This is an optimization exercise on Yosys and OpenROAD, whose aim is small area, a short achievable clock period and few clock cycles per item, not a production implementation. In this exercise RTL edits were held to simulation tests only and were not proved equivalent to the original.

==> flow/design.v (outline; a module is shown in full before it is edited, if it fits) <==
// module wrs_fmd: 5094 lines
module wrs_fmd (
    input  wire               clk,
    input  wire               rst,         
    input  wire               cfg_valid,
    input  wire        [15:0] cfg_gain,    
    input  wire               in_valid,
    output wire               in_ready,
    input  wire signed [15:0] in_i,
    input  wire signed [15:0] in_q,
    output wire               out_valid,
    input  wire               out_ready,
    output wire signed [15:0] out_y        
);
  // ...
==> flow/flow/run.sh <==
#!/bin/bash
# The standard layout (standard synthesis unchanged), with setup repair
# aiming further below the clock period.  make's output goes to
# standard.log; each ORFS step keeps its own log under orfs/logs/.
bash standard.sh SETUP_SLACK_MARGIN=7.0 finish > standard.log 2>&1
==> flow/standard.sh <==
#!/bin/bash
# synth_recipe.tcl (not shown) runs the flow's synth.tcl, then flattens the netlist and writes it again
# the make line also repeats each setting of config.mk as NAME=value (left out here)
make -C /OpenROAD-flow-scripts/flow DESIGN_CONFIG=/design/flow/config.mk WORK_HOME=/design/flow/orfs CLKGATE_MAP_FILE= SYNTH_SCRIPT=/design/flow/synth_recipe.tcl "${@:-finish}"
==> flow/config.mk <==
export PLATFORM = sky130hd
export DESIGN_NAME = wrs_fmd
export DESIGN_NICKNAME = wrs_fmd
export VERILOG_FILES = /design/flow/design.v
export SDC_FILE = /design/flow/constraint.sdc
export NUM_CORES = 4
export LEC_CHECK = 0
export CAP_MARGIN = 20
export CORE_MARGIN = 2
export CORE_UTILIZATION = 40
export PLACE_DENSITY = 0.6
export SLEW_MARGIN = 20
==> flow/constraint.sdc <==
create_clock -name core_clock -period 11.0 [get_ports {clk}]
set_input_delay 2.2000 -clock core_clock [delete_from_list [all_inputs] [get_ports {clk}]]
set_output_delay 2.2000 -clock core_clock [all_outputs]
set_load 0.01 [all_outputs]
==> results.sh, run 1 <==
export IMPL_wirelength_mm=320
export IMPL_place_gp_congestion=0.880
export IMPL_rows=198
export IMPL_post_route_min_period_ns=4.52
export IMPL_cts_buffer_depth=4
export IMPL_die_area_mm2=0.296
export IMPL_highest_signal_layer="met5"
export IMPL_maxCapViolCount=0
export IMPL_final_setup_tns_ns=0
export IMPL_crit_start="bi_one[3]"
export IMPL_drt_iter0_markers=5845
export IMPL_r2r_start="bi_one[3]"
export IMPL_dp_hpwl_mm=215
export IMPL_route_detailed_drc=0
export IMPL_cts_root_buffer="clkbuf_16"
export IMPL_num_nonclk_inverters=1695
export IMPL_cp_buffers_inverters=6
export IMPL_vias=78500
export IMPL_synth_commonest_cells="1,689 x inv_1, 1,392 x xnor2_1, 1,338 x edfxtp_1"
export IMPL_antenna_found_initial=3
export IMPL_endpoint_kind="register"
export IMPL_status="timing/DRC/antenna clean"
export IMPL_arrival_ns=5.11
export IMPL_path_cells="buf_6 -> clkbuf_16 -> a22oi_1 -> xnor2_1 -> fa_1 -> inv_1 -> fa_2 -> inv_2 -> fa_2 -> inv_2 -> fa_2 -> fa_2 -> inv_2 -> fa_2"
export IMPL_regToRegSetupSlack_ns=6.48
export IMPL_post_cts_resized=685
export IMPL_fin_crit_sh_pct=41.1
export IMPL_hold_depth=0
export IMPL_final_clk_cell_share_pct=4.21
export IMPL_nClkBuffers=214
export IMPL_synth_top_cell_area_share_pct=34.4
export IMPL_buffer_area_share_pct=5.29
export IMPL_portBuffers=70
export IMPL_yosysTopAreaCell="edfxtp_1"
export IMPL_finalClockSkew_ns=0.0771
Testbench counts, summed over its fixed seeds: cycles 4,264, items 4,096.
==> run 2, diff against run 1 <==
==> flow/flow/run.sh (replaced) <==
#!/bin/bash
# The standard layout (standard synthesis unchanged), with setup repair
# aiming further below the clock period.  make's output goes to
# standard.log; each ORFS step keeps its own log under orfs/logs/.
bash standard.sh SETUP_SLACK_MARGIN=6.5 finish > standard.log 2>&1
--- a/flow/config.mk
+++ b/flow/config.mk
@@ -6,4 +6,5 @@
 export NUM_CORES = 4
 export LEC_CHECK = 0
+export ABC_AREA = 1
 export CAP_MARGIN = 20
 export CORE_MARGIN = 2
==> run 2 against run 1 <==
Compared with the run above:
- sequential share of layout area is 0.94 points higher
- sequential cell count stayed put
- critical endpoint is now ib_q1[24]
==> results.sh, run 2 <==
export IMPL_fmax_ghz=0.218
export IMPL_endpoint_kind="register"
export IMPL_slew_viol_final=0
export IMPL_nets=13600
export IMPL_dp_cells=15300
export IMPL_ys_seq_area_share_pct=35.6
export IMPL_grt_ovfl_total=0
export IMPL_htree_num_levels=4
export IMPL_drt_iter0_markers=6600
export IMPL_fp_dieW_um=546
export IMPL_grt_max_degree=174
export IMPL_drtAntennaViolNets=0
export IMPL_fillCellCount=27800
export IMPL_final_setup_tns_ns=0
export IMPL_tightestPinTransition_ns=1.18
export IMPL_layout_commonest_cell="inv_1"
export IMPL_place_gp_congestion=0.911
export IMPL_route_detailed_drc=0
export IMPL_hold_ws_ns=0.391
export IMPL_portBuffers=70
export IMPL_synthDistinctLibCells=61
export IMPL_wl_per_cell_um=20.6
export IMPL_rows=199
export IMPL_clk_pin_slew_ns=0.06
export IMPL_setup_viol=0
export IMPL_first_pass_iters=6
export IMPL_antenna_found_initial=12
export IMPL_post_route_min_period_ns=4.59
export IMPL_crit_path_start_kind="register"
export IMPL_fin_crit_sh_pct=41.7
export IMPL_track_usage_pct=21.0
export IMPL_ios=71
export IMPL_yosysTopAreaCell="edfxtp_1"
export IMPL_finalClockSkew_ns=0.0959
export IMPL_crit_fanout=5
export IMPL_synthTopCellsByArea="edfxtp_1 34%, fa_1 16%, ha_1 11%"
export IMPL_synth_area_mm2=0.118
export IMPL_synthCells=11600
export IMPL_clk_latency_ns=0.87
export IMPL_synthesis_nets=13500
export IMPL_rsz0062_at_grt="yes"
export IMPL_drive_gt1_share_pct=7.12
export IMPL_die_area_mm2=0.299
export IMPL_grt_pass1_wl_mm=485
export IMPL_synth_commonest_cells="2,276 x inv_1, 1,338 x edfxtp_1, 1,231 x xor2_1"
export IMPL_yosysMostFrequentCell="inv_1"
export IMPL_wirelength_mm=323
export IMPL_avgSynthCellArea_um2=10.2
export IMPL_status="timing/DRC/antenna clean"
export IMPL_vias=81300
export IMPL_grt_pass1_vias=81100
export IMPL_arrival_ns=5.11
export IMPL_crit_type="reg -> reg"
export IMPL_cts_sink_count=1424
export IMPL_ys_ff_latch=1424
export IMPL_regToRegSetupSlack_ns=6.41
export IMPL_syn_to_final_growth_pct=12.0
export IMPL_vias_per_cell=5.18
export IMPL_synth_warnings=1
export IMPL_hold_viol=0
export IMPL_cts_tree="done"
export IMPL_ys_async_sr_fraction_pct=0
export IMPL_dp_hpwl_mm=229
export IMPL_synth_top_cell_area_share_pct=34.1
export IMPL_synth_edf_count=1338
export IMPL_cts_root_buffer="clkbuf_16"
export IMPL_core_mm2=0.293
export IMPL_finalNonFillerCells=15700
export IMPL_cts_hold_buffers=0
export IMPL_cts_buffer_depth=4
export IMPL_hold_class="reg -> reg"
export IMPL_top_regs="pa_q18 (36), pb_q18 (36)"
export IMPL_cts_buffers=175
export IMPL_synth_flop_cell="edfxtp_1"
export IMPL_die_y_um=546
export IMPL_initial_core_util_pct=40.1
export IMPL_worstPathRequired_ns=11.52
export IMPL_maxCapViolCount=0
export IMPL_slew_headroom_pct=21.3
export IMPL_layout_common_cells="2,198 x inv_1, 1,338 x edfxtp_1, 1,214 x xor2_1"
## run 2: cell types whose count changed in the layout (fill, tap and decap cells not counted), moves of 139 or more
cell / change
xnor2_1: -709
buf_4: -165
inv_1: +628
nand3_1: +149
nand2_1: +767
o21ai_0: +139
xor2_1: +729
a22oi_1: -519
o22ai_1: +590
## run 2: worst paths after layout
kind | cells after the start | startpoint | to
worst max-delay path | 9 | bq_one[3] | ib_q1[24]
worst min-delay path | 0 | d6_q9 | d6_q10
worst max register to register | 9 | bq_one[3] | ib_q1[24]
worst min register to register | 0 | d6_q9 | d6_q10
## run 2: logic make-up after synthesis
| logic type | synth area share, % |
|---|---|
| multiplexers | 0.149 |
| AO/OA/AOI/OAI | 8.90 |
| flip-flops | 35.6 |
| adder cells (fa/ha/maj) | 26.2 |
| AND/OR/NAND/NOR | 6.49 |
| XOR/XNOR | 13.8 |
| buffers and inverters | 8.85 |
## run 2: per-layer routing
| metal | track usage (%) | vias to the layer above | wire length [um] |
|---|---|---|---|
| li1 | - | 37900 | - |
| met1 | 27.2 | 39300 | 132000 |
| met2 | 34.5 | 3099 | 149000 |
| met3 | 3.88 | 957 | 25200 |
| met4 | 8.38 | 8 | 16300 |
| met5 | 0 | - | 181 |
## run 2: repair_timing
item,4_1_cts,5_1_grt
pin swaps,18,80
endpoints found under the hold margin,0,0
gates cloned,22,17
buffers inserted,59,53
resized for setup,264,187
setup endpoints to repair,72,57
## run 2: final cells by class
cell class / count / area, um2 / share of cell area (%)
clock inverters: 102 / 1010 / 0.765
multi-input cells: 7376 / 65900 / 50.0
diodes: 7 / 17.5 / 0.0133
well taps: 3919 / 4900 / 3.72
flip-flops and latches: 1424 / 41900 / 31.8
clock buffers: 204 / 4580 / 3.48
repair inverters: 3 / 21.3 / 0.0161
repair buffers: 352 / 4370 / 3.32
inverters: 2329 / 9020 / 6.84
## run 2: worst max-delay path: stages, from the launching register on
cell      delay [ns]
edfxtp_1        0.62
o21ai_0         0.86
xor2_1          0.21
fa_1            0.54
fa_1            0.54
inv_1           0.06
fa_1            0.40
fa_1            0.52
inv_1           0.06
fa_1            0.45
## run 2: per-stage QoR
stage | setup WS, ns | utilization (%) | instance area [um2]
6_report | 6.41 | 44.9 | 132000
5_1_grt | 6.39 | 44.9 | 132000
4_1_cts | 6.48 | 44.4 | 130000
3_5_place_dp | 5.47 | 41.8 | 123000
3_3_place_gp | 5.51 | 41.8 | 123000
2_1_floorplan | 6.29 | - | 118000
==> run 3, diff against run 2 <==
--- a/flow/config.mk
+++ b/flow/config.mk
@@ -6,5 +6,4 @@
 export NUM_CORES = 4
 export LEC_CHECK = 0
-export ABC_AREA = 1
 export CAP_MARGIN = 20
 export CORE_MARGIN = 2
==> run 3 against run 2 <==
Compared with the run above:
- routed wire length shrank 5.2%
- clock-buffer cell count grew 10
- worst setup slack gained 0.011 ns
- fmax grew 0.25%
- critical endpoint is now ib_q1[18]
- largest cell class unchanged
- highest routed layer unchanged
==> results.sh, run 3 <==
export IMPL_rows=198
export IMPL_synthTopCellsByArea="edfxtp_1 34%, fa_1 16%, ha_1 11%"
export IMPL_top_regs="pa_q18 (36), pb_q18 (36)"
export IMPL_cts_buffers=176
export IMPL_synthCells=10500
export IMPL_crit_fanout=7
export IMPL_die_y_um=544
export IMPL_place_gp_congestion=0.880
export IMPL_fillCellCount=26800
export IMPL_hold_class="reg -> reg"
export IMPL_placed_area_mm2=0.121
export IMPL_fp_dieW_um=544
export IMPL_synth_top_cell_area_share_pct=34.4
export IMPL_avgSynthCellArea_um2=11.1
export IMPL_synth_commonest_cells="1,689 x inv_1, 1,392 x xnor2_1, 1,338 x edfxtp_1"
export IMPL_ys_async_sr_fraction_pct=0
export IMPL_cts_tree="done"
export IMPL_post_route_min_period_ns=4.58
export IMPL_maxCapViolCount=0
export IMPL_busiest_layer="met2"
export IMPL_ys_seq_area_share_pct=35.9
export IMPL_endpoint_kind="register"
export IMPL_syn_to_final_growth_pct=11.5
export IMPL_worstPathRequired_ns=11.55
export IMPL_wl_per_cell_um=21.1
export IMPL_clk_latency_ns=0.87
export IMPL_status="timing/DRC/antenna clean"
export IMPL_layout_commonest_cell="inv_1"
export IMPL_ys_ff_latch=1424
export IMPL_die_area_mm2=0.296
export IMPL_antenna_found_initial=4
export IMPL_grt_ovfl_total=0
export IMPL_wirelength_mm=306
export IMPL_layout_common_cells="1,662 x inv_1, 1,382 x xnor2_1, 1,338 x edfxtp_1"
export IMPL_core_mm2=0.291
export IMPL_cts_sink_count=1424
export IMPL_crit_path_start_kind="register"
export IMPL_drt_iter0_markers=5608
export IMPL_synth_area_mm2=0.117
export IMPL_grt_util_met3_pct=2.58
export IMPL_drive_gt1_share_pct=8.25
export IMPL_nets=12400
export IMPL_yosysMostFrequentCell="inv_1"
export IMPL_synthesis_nets=12400
export IMPL_ios=71
export IMPL_vias=76200
export IMPL_fin_area_mm2=0.130
export IMPL_initial_core_util_pct=40.2
export IMPL_grt_max_degree=205
export IMPL_synth_flop_cell="edfxtp_1"
export IMPL_crit_type="reg -> reg"
export IMPL_slew_headroom_pct=25.5
export IMPL_dp_hpwl_mm=215
export IMPL_grt_pass1_wl_mm=471
export IMPL_slew_viol_final=0
export IMPL_drtAntennaViolNets=0
export IMPL_first_pass_iters=8
export IMPL_portBuffers=70
export IMPL_track_usage_pct=20.4
export IMPL_synth_warnings=1
export IMPL_final_setup_tns_ns=0
export IMPL_htree_num_levels=4
export IMPL_synthDistinctLibCells=84
export IMPL_fmax_ghz=0.218
export IMPL_cts_root_buffer="clkbuf_16"
export IMPL_hold_viol=0
export IMPL_fin_crit_sh_pct=41.6
export IMPL_rsz0062_at_grt="yes"
export IMPL_setup_viol=0
export IMPL_tightestPinTransition_ns=1.11
export IMPL_yosysTopAreaCell="edfxtp_1"
export IMPL_grt_pass1_vias=81100
export IMPL_cts_hold_buffers=0
export IMPL_vias_per_cell=5.26
export IMPL_clk_pin_slew_ns=0.06
export IMPL_grt_use_met1_pct=25.2
export IMPL_synth_edf_count=1338
export IMPL_finalClockSkew_ns=0.0762
export IMPL_grt_use_met2_pct=35.8
export IMPL_cts_buffer_depth=4
export IMPL_route_detailed_drc=0
export IMPL_arrival_ns=5.13
## run 3: logic make-up after synthesis
logic type | share of synthesized area [%]
compound gates | 9.95
xor+xnor | 14.6
fa+ha+maj | 26.4
buf+inv | 7.19
flops | 35.9
mux | 1.29
simple gates | 4.68
## run 3: per-stage QoR
step / setup slack (ns) / utilization, % / hold slack [ns] / std cells
floorplan: -8.95 / - / 0.400 / 10500
global placement: 5.89 / 41.8 / 0.401 / 14100
detailed placement: 5.85 / 41.8 / 0.405 / 14100
CTS: 6.48 / 44.1 / 0.363 / 14400
global route: 6.22 / 44.8 / 0.387 / 14500
finish: 6.42 / 44.8 / 0.358 / 14500
## run 3: worst max-delay path: stages, from the launching register on
cell	delay (ns)
edfxtp_1	0.54
buf_12	0.22
buf_4	0.15
a22oi_2	0.17
xor2_1	0.24
fa_2	0.49
fa_1	0.51
inv_2	0.04
fa_2	0.56
inv_1	0.05
fa_2	0.34
fa_2	0.52
inv_1	0.05
fa_2	0.40
## run 3: path summary, 6_finish.rpt
path,cells after the start,endpoint,startpoint,slack (ns)
worst max-delay path,13,ib_q1[18],bi_two[4],6.42
worst min-delay path,0,sr_q10,sr_q9,0.36
worst max register to register,13,ib_q1[18],bi_two[4],6.42
worst min register to register,0,sr_q10,sr_q9,0.36
## run 3: layout make-up
type / instances / area, um2 / share of cell area, %
well taps: 3900 / 4880 / 3.75
inverters: 1695 / 6390 / 4.91
clock buffers: 214 / 4730 / 3.63
multi-input cells: 6831 / 67400 / 51.8
flip-flops and latches: 1424 / 41900 / 32.2
repair buffers: 340 / 3880 / 2.98
diodes: 3 / 7.51 / 0.00577
clock inverters: 98 / 985 / 0.757
## run 3: timing repair
| action | 4_1_cts | 5_1_grt |
|---|---|---|
| gates resized for setup | 155 | 308 |
| buffers inserted | 47 | 61 |
| pin swaps | 23 | 120 |
| cloned | 3 | 15 |
| setup endpoints to repair | 143 | 300 |
## run 3: per-layer routing
| layer | part of all wire (%) | vias to the layer above | wire, um |
|---|---|---|---|
| li1 | - | 35000 | - |
| met3 | 5.4 | 659 | 16600 |
| met4 | 4.5 | 6 | 13700 |
| met1 | 41 | 38400 | 124000 |
| met5 | 0.024 | - | 75 |
| met2 | 50 | 2163 | 152000 |
==> run 4, diff against run 3 <==
--- a/flow/config.mk
+++ b/flow/config.mk
@@ -9,4 +9,6 @@
 export CORE_MARGIN = 2
 export CORE_UTILIZATION = 40
+export CTS_CLUSTER_DIAMETER = 100
+export CTS_CLUSTER_SIZE = 22
 export PLACE_DENSITY = 0.6
 export SLEW_MARGIN = 20
==> run 4 against run 3 <==
Compared with the run above:
- utilization down 1.0 points
- clock skew about the same
- fmax up 0.73%
- non-clock buffer count down 15
- worst setup slack better by 0.033 ns
- global-route usage down 0.18 points
- first-iteration DRC count down 2.0%
- synthesized area unchanged
==> results.sh, run 4 <==
export IMPL_die_y_um=544
export IMPL_vias_per_cell=5.28
export IMPL_core_mm2=0.291
export IMPL_status="timing/DRC/antenna clean"
export IMPL_slowest_delay_ns=0.53
export IMPL_setup_viol=0
export IMPL_fp_dieW_um=544
export IMPL_fmax_ghz=0.220
export IMPL_cts_hold_buffers=0
export IMPL_post_route_util_pct=43.7
export IMPL_finalClockSkew_ns=0.0760
export IMPL_grt_util_met3_pct=2.47
export IMPL_rsz0062_at_grt="yes"
export IMPL_first_pass_iters=7
export IMPL_synthTopCellsByArea="edfxtp_1 34%, fa_1 16%, ha_1 11%"
export IMPL_hold_depth=0
export IMPL_place_gp_congestion=0.880
export IMPL_cts_buffer_depth=4
export IMPL_path_cells="buf_4 -> inv_2 -> ha_2 -> inv_1 -> mux2i_1 -> ha_1 -> inv_2 -> fa_1 -> inv_1 -> fa_1 -> ha_4 -> buf_6 -> o21ai_4 -> a21boi_2 -> o21ai_2 -> a21boi_2 -> o21ai_2 -> a21o_1 -> and3_4 -> o41ai_4 -> a21o_1 -> a211oi_2"
export IMPL_synth_warnings=1
export IMPL_ys_async_sr_fraction_pct=0
export IMPL_clk_pin_slew_ns=0.09
export IMPL_regToRegSetupSlack_ns=6.46
export IMPL_drtAntennaViolNets=0
export IMPL_tightestPinTransition_ns=1.12
export IMPL_slew_viol_final=0
export IMPL_synthesis_nets=12400
export IMPL_synth_flop_cell="edfxtp_1"
export IMPL_drt_iter0_markers=5494
export IMPL_synth_commonest_cells="1,689 x inv_1, 1,392 x xnor2_1, 1,338 x edfxtp_1"
export IMPL_crit_path_start_kind="register"
export IMPL_grt_use_met2_pct=35.6
export IMPL_synth_top_cell_area_share_pct=34.4
export IMPL_post_route_min_period_ns=4.54
export IMPL_antenna_found_initial=3
export IMPL_grt_ovfl_total=0
export IMPL_route_detailed_drc=0
export IMPL_hold_class="reg -> reg"
export IMPL_crit_fanout=3
export IMPL_arrival_ns=5.16
export IMPL_multi_input_area_mm2=0.0674
export IMPL_initial_core_util_pct=40.2
export IMPL_yosysTopAreaCell="edfxtp_1"
export IMPL_cts_sink_count=1424
export IMPL_cts_buffers=93
export IMPL_clk_latency_ns=0.87
export IMPL_track_usage_pct=20.2
export IMPL_nets=12300
export IMPL_htree_num_levels=3
export IMPL_register_area_mm2=0.0419
export IMPL_synth_edf_count=1338
export IMPL_synthCells=10500
export IMPL_ys_ff_latch=1424
export IMPL_cts_root_buffer="clkbuf_16"
export IMPL_fin_area_mm2=0.127
export IMPL_vias=75600
export IMPL_worstPathRequired_ns=11.62
export IMPL_grt_max_degree=205
export IMPL_ios=71
export IMPL_busiest_layer="met2"
export IMPL_drive_gt1_share_pct=6.86
export IMPL_crit_slowest_cell="fa_1"
export IMPL_grt_pass1_wl_mm=466
export IMPL_grt_use_met1_pct=25.2
export IMPL_wl_per_cell_um=21.2
export IMPL_synthDistinctLibCells=84
export IMPL_placed_area_mm2=0.121
export IMPL_layout_common_cells="1,671 x inv_1, 1,380 x xnor2_1, 1,338 x edfxtp_1"
export IMPL_dp_hpwl_mm=215
export IMPL_worstRegToRegCells=22
export IMPL_ys_seq_area_share_pct=35.9
export IMPL_layout_commonest_cell="inv_1"
export IMPL_fillCellCount=27000
export IMPL_wirelength_mm=304
export IMPL_hold_ws_ns=0.396
export IMPL_hold_viol=0
export IMPL_yosysMostFrequentCell="inv_1"
export IMPL_final_setup_tns_ns=0
export IMPL_die_area_mm2=0.296
export IMPL_grt_pass1_vias=80200
export IMPL_cts_tree="done"
export IMPL_fin_crit_sh_pct=41.3
export IMPL_crit_type="reg -> reg"
export IMPL_top_regs="pa_q18 (36), pb_q18 (36)"
export IMPL_synth_area_mm2=0.117
export IMPL_slew_headroom_pct=24.8
export IMPL_avgSynthCellArea_um2=11.1
export IMPL_maxCapViolCount=0
export IMPL_rows=198
export IMPL_endpoint_kind="register"
export IMPL_syn_to_final_growth_pct=8.92
export IMPL_portBuffers=70
run 4: cell counts after synthesis:
Identical to the previous run, type by type.
run 4: kinds of logic (layout without fill, tap and decap cells):
group / count (synthesis) / count (layout) / synth area share (%)
buf+inv: 2220 / 2168 / 7.19
xor+xnor: 1919 / 1919 / 14.6
fa+ha+maj: 1916 / 1916 / 26.4
compound gates: 1713 / 1714 / 9.95
flops: 1424 / 1424 / 35.9
simple gates: 1141 / 1141 / 4.68
mux: 142 / 142 / 1.29
other cells: 0 / 2 / 0
run 4: cell type report:
cell class              instances  area share (%)
diodes                          2         0.00394
clock buffers                 109            1.92
clock inverters                39           0.370
inverters                    1695            5.02
multi-input cells            6832            53.0
flip-flops and latches       1424            33.0
well taps                    3900            3.84
repair buffers                325            2.84
run 4: critical path: cells and delay by family, from the launching register on:
family                     cells  cell delay (ns)
DFF                            1             0.42
buffers and inverters          6             0.46
and+or+nand+nor                1             0.16
AOI/OAI and AO/OA              9             1.33
adders and majority gates      5             1.82
muxes                          1             0.07
run 4: path summary, 6_finish.rpt:
| kind | start | end |
|---|---|---|
| hold / removal | sr_q6 | sr_q7 |
| setup reg to reg | d5_q15 | tha_q16[19] |
| setup / recovery | d5_q15 | tha_q16[19] |
| hold reg to reg | sr_q6 | sr_q7 |
run 4: timing repair:
action	in CTS	in global routing
gates cloned	3	12
pin swaps	25	120
hold endpoints to repair	0	0
setup buffers	45	52
gates resized for setup	145	284
setup endpoints to repair	135	294
run 4: through the flow:
| stage | cells | setup slack, ns |
|---|---|---|
| 6_report | 14300 | 6.46 |
| 5_1_grt | 14300 | 6.27 |
| 4_1_cts | 14300 | 6.48 |
| 2_1_floorplan | 10500 | -8.95 |
| 3_3_place_gp | 14100 | 5.89 |
| 3_5_place_dp | 14100 | 5.85 |
run 4: per-layer routing:
layer	share of wire [%]	vias up	wire, um
met5	0.0036	-	11
met4	4.4	2	13500
met3	5.4	590	16300
met2	49	2095	150000
met1	41	38200	124000
li1	-	34700	-
==> run 5, diff against run 4 <==
==> flow/flow/run.sh (replaced) <==
#!/bin/bash
# The standard layout (standard synthesis unchanged), with setup repair
# aiming further below the clock period.  make's output goes to
# standard.log; each ORFS step keeps its own log under orfs/logs/.
bash standard.sh SETUP_SLACK_MARGIN=6.75 finish > standard.log 2>&1
==> run 5 against run 4 <==
Compared with the run above:
- utilization increased by 1.1 points
- cell count increased by 0.98%
- non-clock buffer count increased by 140
- fmax decreased by 1.2%
- still clean
- global-route usage increased by 0.78 points
- sequential share of layout area decreased by 0.81 points
- sequential cell count unchanged
- synthesized cell count unchanged
- design area increased by 2.5%
- critical endpoint is now tha_q16[17]
==> results.sh, run 5 <==
export IMPL_status="timing/DRC/antenna clean"
export IMPL_avgSynthCellArea_um2=11.1
export IMPL_vias=76700
export IMPL_first_pass_iters=6
export IMPL_synthTopCellsByArea="edfxtp_1 34%, fa_1 16%, ha_1 11%"
export IMPL_die_y_um=544
export IMPL_arrival_ns=5.22
export IMPL_synth_flop_cell="edfxtp_1"
export IMPL_fp_dieW_um=544
export IMPL_initial_core_util_pct=40.2
export IMPL_min_to="sr_q10"
export IMPL_r2r_start="d4_q15"
export IMPL_finalClockSkew_ns=0.0683
export IMPL_clk_latency_ns=0.88
export IMPL_yosysMostFrequentCell="inv_1"
export IMPL_nets=12500
export IMPL_layout_commonest_cell="inv_1"
export IMPL_slew_headroom_pct=24.2
export IMPL_cts_buffers=93
export IMPL_vias_per_cell=5.30
export IMPL_ys_ff_latch=1424
export IMPL_ys_seq_area_share_pct=35.9
export IMPL_cts_buffer_depth=4
export IMPL_rsz0062_at_grt="yes"
export IMPL_cts_sink_count=1424
export IMPL_clk_pin_slew_ns=0.09
export IMPL_regToRegSetupSlack_ns=6.40
export IMPL_portBuffers=70
export IMPL_drive_gt1_share_pct=10.6
export IMPL_hold_depth=0
export IMPL_endpoint_kind="register"
export IMPL_cts_root_buffer="clkbuf_16"
export IMPL_htree_num_levels=3
export IMPL_synth_warnings=1
export IMPL_crit_type="reg -> reg"
export IMPL_crit_fanout=3
export IMPL_ys_async_sr_fraction_pct=0
export IMPL_min_from="sr_q9"
export IMPL_slew_viol_final=0
export IMPL_dp_hpwl_mm=215
export IMPL_rows=198
export IMPL_place_gp_congestion=0.880
export IMPL_synth_top_cell_area_share_pct=34.4
export IMPL_fmax_ghz=0.217
export IMPL_drtAntennaViolNets=0
export IMPL_synthDistinctLibCells=84
export IMPL_wl_per_cell_um=21.7
export IMPL_fin_crit_sh_pct=41.8
export IMPL_core_mm2=0.291
export IMPL_worstPathRequired_ns=11.62
export IMPL_post_route_min_period_ns=4.60
export IMPL_synth_area_mm2=0.117
export IMPL_synth_commonest_cells="1,689 x inv_1, 1,392 x xnor2_1, 1,338 x edfxtp_1"
export IMPL_setup_viol=0
export IMPL_grt_max_degree=205
export IMPL_layout_common_cells="1,615 x inv_1, 1,362 x xnor2_1, 1,338 x edfxtp_1"
export IMPL_top_regs="pa_q18 (36), pb_q18 (36)"
export IMPL_synthCells=10500
export IMPL_post_route_util_pct=44.8
export IMPL_route_detailed_drc=0
export IMPL_grt_ovfl_total=0
export IMPL_final_setup_tns_ns=0
export IMPL_crit_path_start_kind="register"
export IMPL_antenna_found_initial=3
export IMPL_cts_hold_buffers=0
export IMPL_grt_pass1_wl_mm=481
export IMPL_wirelength_mm=313
export IMPL_tightestPinTransition_ns=1.14
export IMPL_die_area_mm2=0.296
export IMPL_ios=71
export IMPL_r2r_end="tha_q16[17]"
export IMPL_drt_iter0_markers=5626
export IMPL_maxCapViolCount=0
export IMPL_hold_class="reg -> reg"
export IMPL_track_usage_pct=21.0
export IMPL_grt_pass1_vias=81200
export IMPL_worstRegToRegCells=20
export IMPL_synth_edf_count=1338
export IMPL_yosysTopAreaCell="edfxtp_1"
export IMPL_cts_tree="done"
export IMPL_synthesis_nets=12400
export IMPL_syn_to_final_growth_pct=11.7
export IMPL_hold_viol=0
[run 5: cell counts after synthesis]
Identical to the previous run, type by type.
[run 5: timing repair]
item	in CTS	in global routing
cloned	30	8
pin swaps	216	228
endpoints found under the setup margin	311	412
gates resized for setup	493	309
setup buffers	128	86
[run 5: worst max-delay path, cell delays in order (launching register included)]
cell and delay (ns):
edfxtp_1 0.43, inv_2 0.11, ha_4 0.20, buf_4 0.13, buf_4 0.13, mux2_4 0.26, fa_1 0.54, inv_1 0.05
fa_1 0.49, inv_2 0.05, ha_4 0.25, inv_2 0.04, ha_4 0.27, o21ai_2 0.07, a21boi_2 0.18, o21ai_2 0.08
a21o_1 0.21, and3_4 0.16, o41ai_4 0.36, a21o_1 0.22, xor2_1 0.09
[run 5: kinds of logic (layout without fill, tap and decap cells)]
family,Yosys count,after routing,share of synthesized area (%)
buf+inv,2220,2308,7.19
mux,142,142,1.29
simple gates,1141,1141,4.68
flops,1424,1424,35.9
other cells,0,2,0
fa+ha+maj,1916,1916,26.4
xor+xnor,1919,1919,14.6
compound gates,1713,1714,9.95
[run 5: stage by stage]
| step | instance area [um2] | cells | hold slack [ns] | setup slack (ns) |
|---|---|---|---|---|
| final | 130000 | 14500 | 0.401 | 6.40 |
| after global routing | 130000 | 14500 | 0.415 | 6.22 |
| after CTS | 128000 | 14400 | 0.382 | 6.52 |
| after detailed placement | 121000 | 14100 | 0.405 | 5.85 |
| after global placement | 121000 | 14100 | 0.401 | 5.89 |
| after floorplan | 117000 | 10500 | 0.400 | -8.95 |
[run 5: final cells by class]
class                      count  area [um2]
fill                       26700      160000
multi-input combinational   6832       68600
sequential                  1424       41900
inverter                    1695        6400
timing repair buffer         465        5640
tap                         3900        4880
clock buffer                 109        2440
clock inverter                39         470
antenna                        2        5.00
[run 5: routing by layer]
metal / vias to the layer above / track usage [%] / share of wire (%)
met1: 38700 / 26.1 / 40
met3: 710 / 2.74 / 5.5
li1: 35000 / - / -
met2: 2286 / 36.4 / 49
met4: 2 / 9.34 / 5.1
met5: - / 0 / 0.0041
[run 5: worst max path at each step]
stage	start	to	slack, ns	cells after the start
3_3_place_gp	d0_q2	y_q3[30]	5.89	17
2_1_floorplan	sv	aim_q2[0]	-8.95	3
5_1_grt	d4_q15	tha_q16[17]	6.22	20
4_1_cts	d5_q15	tha_q16[17]	6.52	19
3_5_place_dp	sn_q3	x_q4[31]	5.85	16
6_report	d4_q15	tha_q16[17]	6.40	20

==> separate check: timing with driven ports <==
No port has a modelled driver above. Below, the same layouts with a new extraction and two added sets of constraints. Step 1: set_driving_cell puts a clkbuf_16 on clk and a buf_2 on each other input, an assumption about the parent block. Step 2 also shifts input and output timing later by t, the mid clock arrival at the registers, as if the neighbouring blocks saw the same clock. a / b / c = ideal ports / drivers / drivers and shift; a / b = the first two.
| run | shift t [ns] | setup WS [ns] | hold WS [ns] | slew at the worst register clock pin (ns) | worst slew at a driven data input, ns |
|---|---|---|---|---|---|
| run 1 | 0.938 | 6.477 / 6.477 / 6.301 | 0.362 / 0.362 / 0.362 | 0.07 / 0.07 | 0.05 |
| run 2 | 0.927 | 6.411 / 6.411 / 6.102 | 0.391 / 0.391 / 0.391 | 0.08 / 0.08 | 0.08 |
| run 3 | 0.939 | 6.422 / 6.422 / 6.355 | 0.358 / 0.358 / 0.358 | 0.07 / 0.07 | 0.05 |
| run 4 | 0.946 | 6.455 / 6.455 / 6.320 | 0.396 / 0.396 / 0.396 | 0.10 / 0.10 | 0.05 |
| run 5 | 0.950 | 6.399 / 6.399 / 6.306 | 0.401 / 0.401 / 0.401 | 0.10 / 0.10 | 0.05 |
After both steps setup and hold are still met in every run listed. For run 2, which loses most, drivers alone change the setup slack by 0.000 ns; drivers and shift together by -0.309 ns.
